This design comes from an exercise in tuning for small area, a short achievable clock period and few clock cycles on the open sky130 flow, not from production work. The RTL was checked by simulation tests, not by an equivalence proof against the original design. No activity file was given, so power comes from the tool's default toggle rates.

==> inputs of v6 <==
// dps_top
module dps_top (
    input  wire       clk,
    input  wire       rst,
    input  wire       in_valid,
    input  wire [7:0] in_data,
    output wire       in_ready,
    input  wire       bus_ok,
    output wire       rsp_valid,
    output wire [7:0] rsp_data,
    input  wire       rsp_ready,
    output wire       spi_cs_n,
    output wire       spi_dc,
    output wire       spi_sclk,
    output wire       spi_mosi,
    output reg        lcd_rst_n,
    output reg  [9:0] bl_duty,
    output reg        bl_pwm,
    output reg        diag,
    output reg  [4:0] faults,
    output reg        idle
);
==> flow/config.mk <==
export PLATFORM = sky130hd
export DESIGN_NAME = dps_top
export DESIGN_NICKNAME = dps_top
export VERILOG_FILES = /design/flow/design.v
export SDC_FILE = /design/flow/constraint.sdc
export NUM_CORES = 4
export LEC_CHECK = 0
export ABC_CLOCK_PERIOD_IN_PS = 2500
export CAP_MARGIN = 20
export CORE_MARGIN = 2
export CORE_UTILIZATION = 60
export GPL_TIMING_DRIVEN = 1
export PLACE_DENSITY = 0.7
export SLEW_MARGIN = 20
==> flow/constraint.sdc <==
create_clock -name core_clock -period 11.0 [get_ports {clk}]
set_input_delay 2.2000 -clock core_clock [delete_from_list [all_inputs] [get_ports {clk}]]
set_output_delay 2.2000 -clock core_clock [all_outputs]
set_load 0.01 [all_outputs]
standard.sh (not shown) runs the stock make flow with config.mk's settings and CLKGATE_MAP_FILE= SYNTH_SCRIPT=/design/flow/synth_recipe.tcl, a recipe that flattens the netlist after the stock synthesis.
==> flow/flow/run.sh <==
#!/bin/bash
# Standard layout; timing repair aims for setup slack of at least MARGIN ns
# at the design's clock period, so that it works on the design's real
# critical paths; ports are buffered with buf_2. Each step's full output
# goes to its own log file here.
set -euo pipefail
MARGIN=7.8
bash standard.sh synth > synth.log 2>&1
bash standard.sh SETUP_SLACK_MARGIN=$MARGIN \
    "BUFFER_PORTS_ARGS=-buffer_cell sky130_fd_sc_hd__buf_2" finish > layout.log 2>&1
==> inputs of v17, as changes to v6 <==
--- a/flow/design.v
+++ b/flow/design.v
@@ -486,14 +486,16 @@
                     if (rk[0]) rop = R_ROT;
                 end else if (k_rst) begin
                     if (spi_idle) begin lcd_n = rk[0]; adv = 1'b1; end
                 end else if (rk == K_ENDW) begin
                     if (spi_act & i15) st_n = ST_OP;
                 end else if (rk == K_ENDI) begin
-                    ready_n = 1'b1; bset = 1'b1; cons = 1'b1; rstart = 1'b1;
-                    st_n = ST_OP;
+                    if (spi_idle) begin
+                        ready_n = 1'b1; bset = 1'b1; cons = 1'b1; rstart = 1'b1;
+                        st_n = ST_OP;
+                    end
                 end else begin
                     st_n = ST_OP;
                 end
                 if (adv) begin S_n = S + 9'd1; rk_n = knext; end
                 if (phA) begin
                     rop = R_PHA;
@@ -547,15 +549,17 @@
                 rj <= 2'd3; {rac, r6, r0} <= {2'b00, in_prog};
             end
         end else if (rtake) begin
             rj <= rj + 2'd1; {rac, r6, r0} <= rspd(rj + 2'd1, orient);
         end
     end
+    wire [9:0] duty_n = bapp ? R[25:16] : bl_duty;
     wire ibv_n = take | (ibv & ~cons);
     wire fast_n = (in_op & ~rspv & ~(ibv & ib_slow)) |
                   (in_arg & ~((S[2:0] == 3'd7) & (ibv | (opq == O_INIT)))) |
+                  (in_arg & (S[2:0] == 3'd7) & ibv & (opq == O_STR) & ~spi_act) |
                   (in_prog & (((rk == K_ENDW) & spi_act & i15) | (rk == K_END))) |
                   (in_strm & go & s_last);
     always @(posedge clk) begin
         if (take) ib <= in_data;
         bok <= bus_ok;
         if (rst) begin
@@ -569,18 +573,14 @@
             in_rdy <= ~ibv_n | fast_n;
             st <= st_n;
             ready <= ready_n; orient <= orient_n; primed <= primed_n;
             lcd_rst_n <= lcd_n; faults <= faults_n; diag <= diag_n;
             bapp <= bapp_n;
             idle <= in_op & ~ibv & spi_idle & ~bapp & ~rspv & ~take;
-            if (bapp) begin
-                bl_duty <= R[25:16];
-                bl_pwm  <= cn < R[25:16];
-            end else begin
-                bl_pwm  <= cn < bl_duty;
-            end
+            if (bapp) bl_duty <= R[25:16];
+            bl_pwm <= cn < duty_n;
             cn <= cn + 10'd1;
         end
         opq <= opq_n; raw <= raw_n; S <= S_n; rk <= rk_n;
         ord <= ord_n; eq <= eq_n; hf <= hf_n;
         c1 <= c1_n; c2 <= c2_n; c3 <= c3_n; c4 <= c4_n; c5 <= c5_n; c6 <= c6_n;
     end
==> comparison table <==
FF-to-FF setup slack: v17 7890 ps; v6 7880 ps
Post-synthesis compound-gate area fraction: v17 0.207; v6 0.203
Global routing usage on met3: v17 0.0818; v6 0.0764
Fraction of layout cells with a size suffix above 1: v17 0.130; v6 0.117
Share of synthesized area spent on multiplexers: v17 0.0356; v6 0.0375
Seq pwr share: v17 0.351; v6 0.501
Sequential element share of the synthesized area: v17 0.357; v6 0.358
Placed Cells incl. Taps: v17 1638; v6 1662
Effective utilization at floorplan: v17 0.613; v6 0.613
Post-CTS clock slew at the launch and capture registers of the worst setup and hold paths: v17 70 ps; v6 60 ps
Global routing usage on met1: v17 0.499; v6 0.496
Buffering overhead: v17 0.0428; v6 0.0343
Slew HR: v17 0.376; v6 0.309
Outcome: v17 no timing/DRC/antenna violations; v6 no timing/DRC/antenna violations
Leakage power total: v17 0.00504 uW; v6 0.00494 uW
Count of placed standard cells in the final layout, fillers left out: v17 1701; v6 1712
Final worst-path setup slack: v17 7820 ps; v6 7830 ps
Number of non-clock inverters in the layout: v17 58; v6 61
Slew at the pin with the worst max-slew slack: v17 936 ps; v6 1020 ps
Post-route total power: v17 2400 uW; v6 1300 uW
Part of the total power dissipated in the clock network: v17 0.238; v6 0.447
Gr busiest metal: v17 met2; v6 met1
Worst clock skew: v17 16.6 ps; v6 10.7 ps
Post-CTS setup buffers: v17 12; v6 8
Testbench counts of v6, summed over its fixed seeds: cycles 1,014,473.
Testbench counts of v17, summed over its fixed seeds: cycles 1,014,566.

[static timing again, ports no longer ideal]
The results above use ideal ports. As a check the final layouts listed here were re-extracted and re-timed, cells and wires unchanged. Step 1: set_driving_cell puts a clkbuf_16 on clk and a buf_2 on each other input, an assumption about the parent block. Step 2 adds t to the input delays and takes it off the output delays; t is the mean of the earliest and latest rising clock arrival at the registers after step 1. Input paths then give back, and output paths get back, about the clock's delay inside the block. a / b / c = ideal / step 1 / step 2; a / b = the first two.
run | shift t [ns] | setup slack, ns | hold WS [ns] | slew at the worst register clock pin (ns) | worst slew at a driven data input, ns
v6 | 0.479 | 7.834 / 7.788 / 7.569 | 0.455 / 0.455 / 0.455 | 0.07 / 0.07 | 0.03
v17 | 0.488 | 7.824 / 7.774 / 7.563 | 0.437 / 0.437 / 0.437 | 0.07 / 0.07 | 0.04
After both steps every run listed still meets setup and hold. For v6, which loses most, drivers alone change the setup slack by -0.046 ns; drivers and shift together by -0.265 ns.
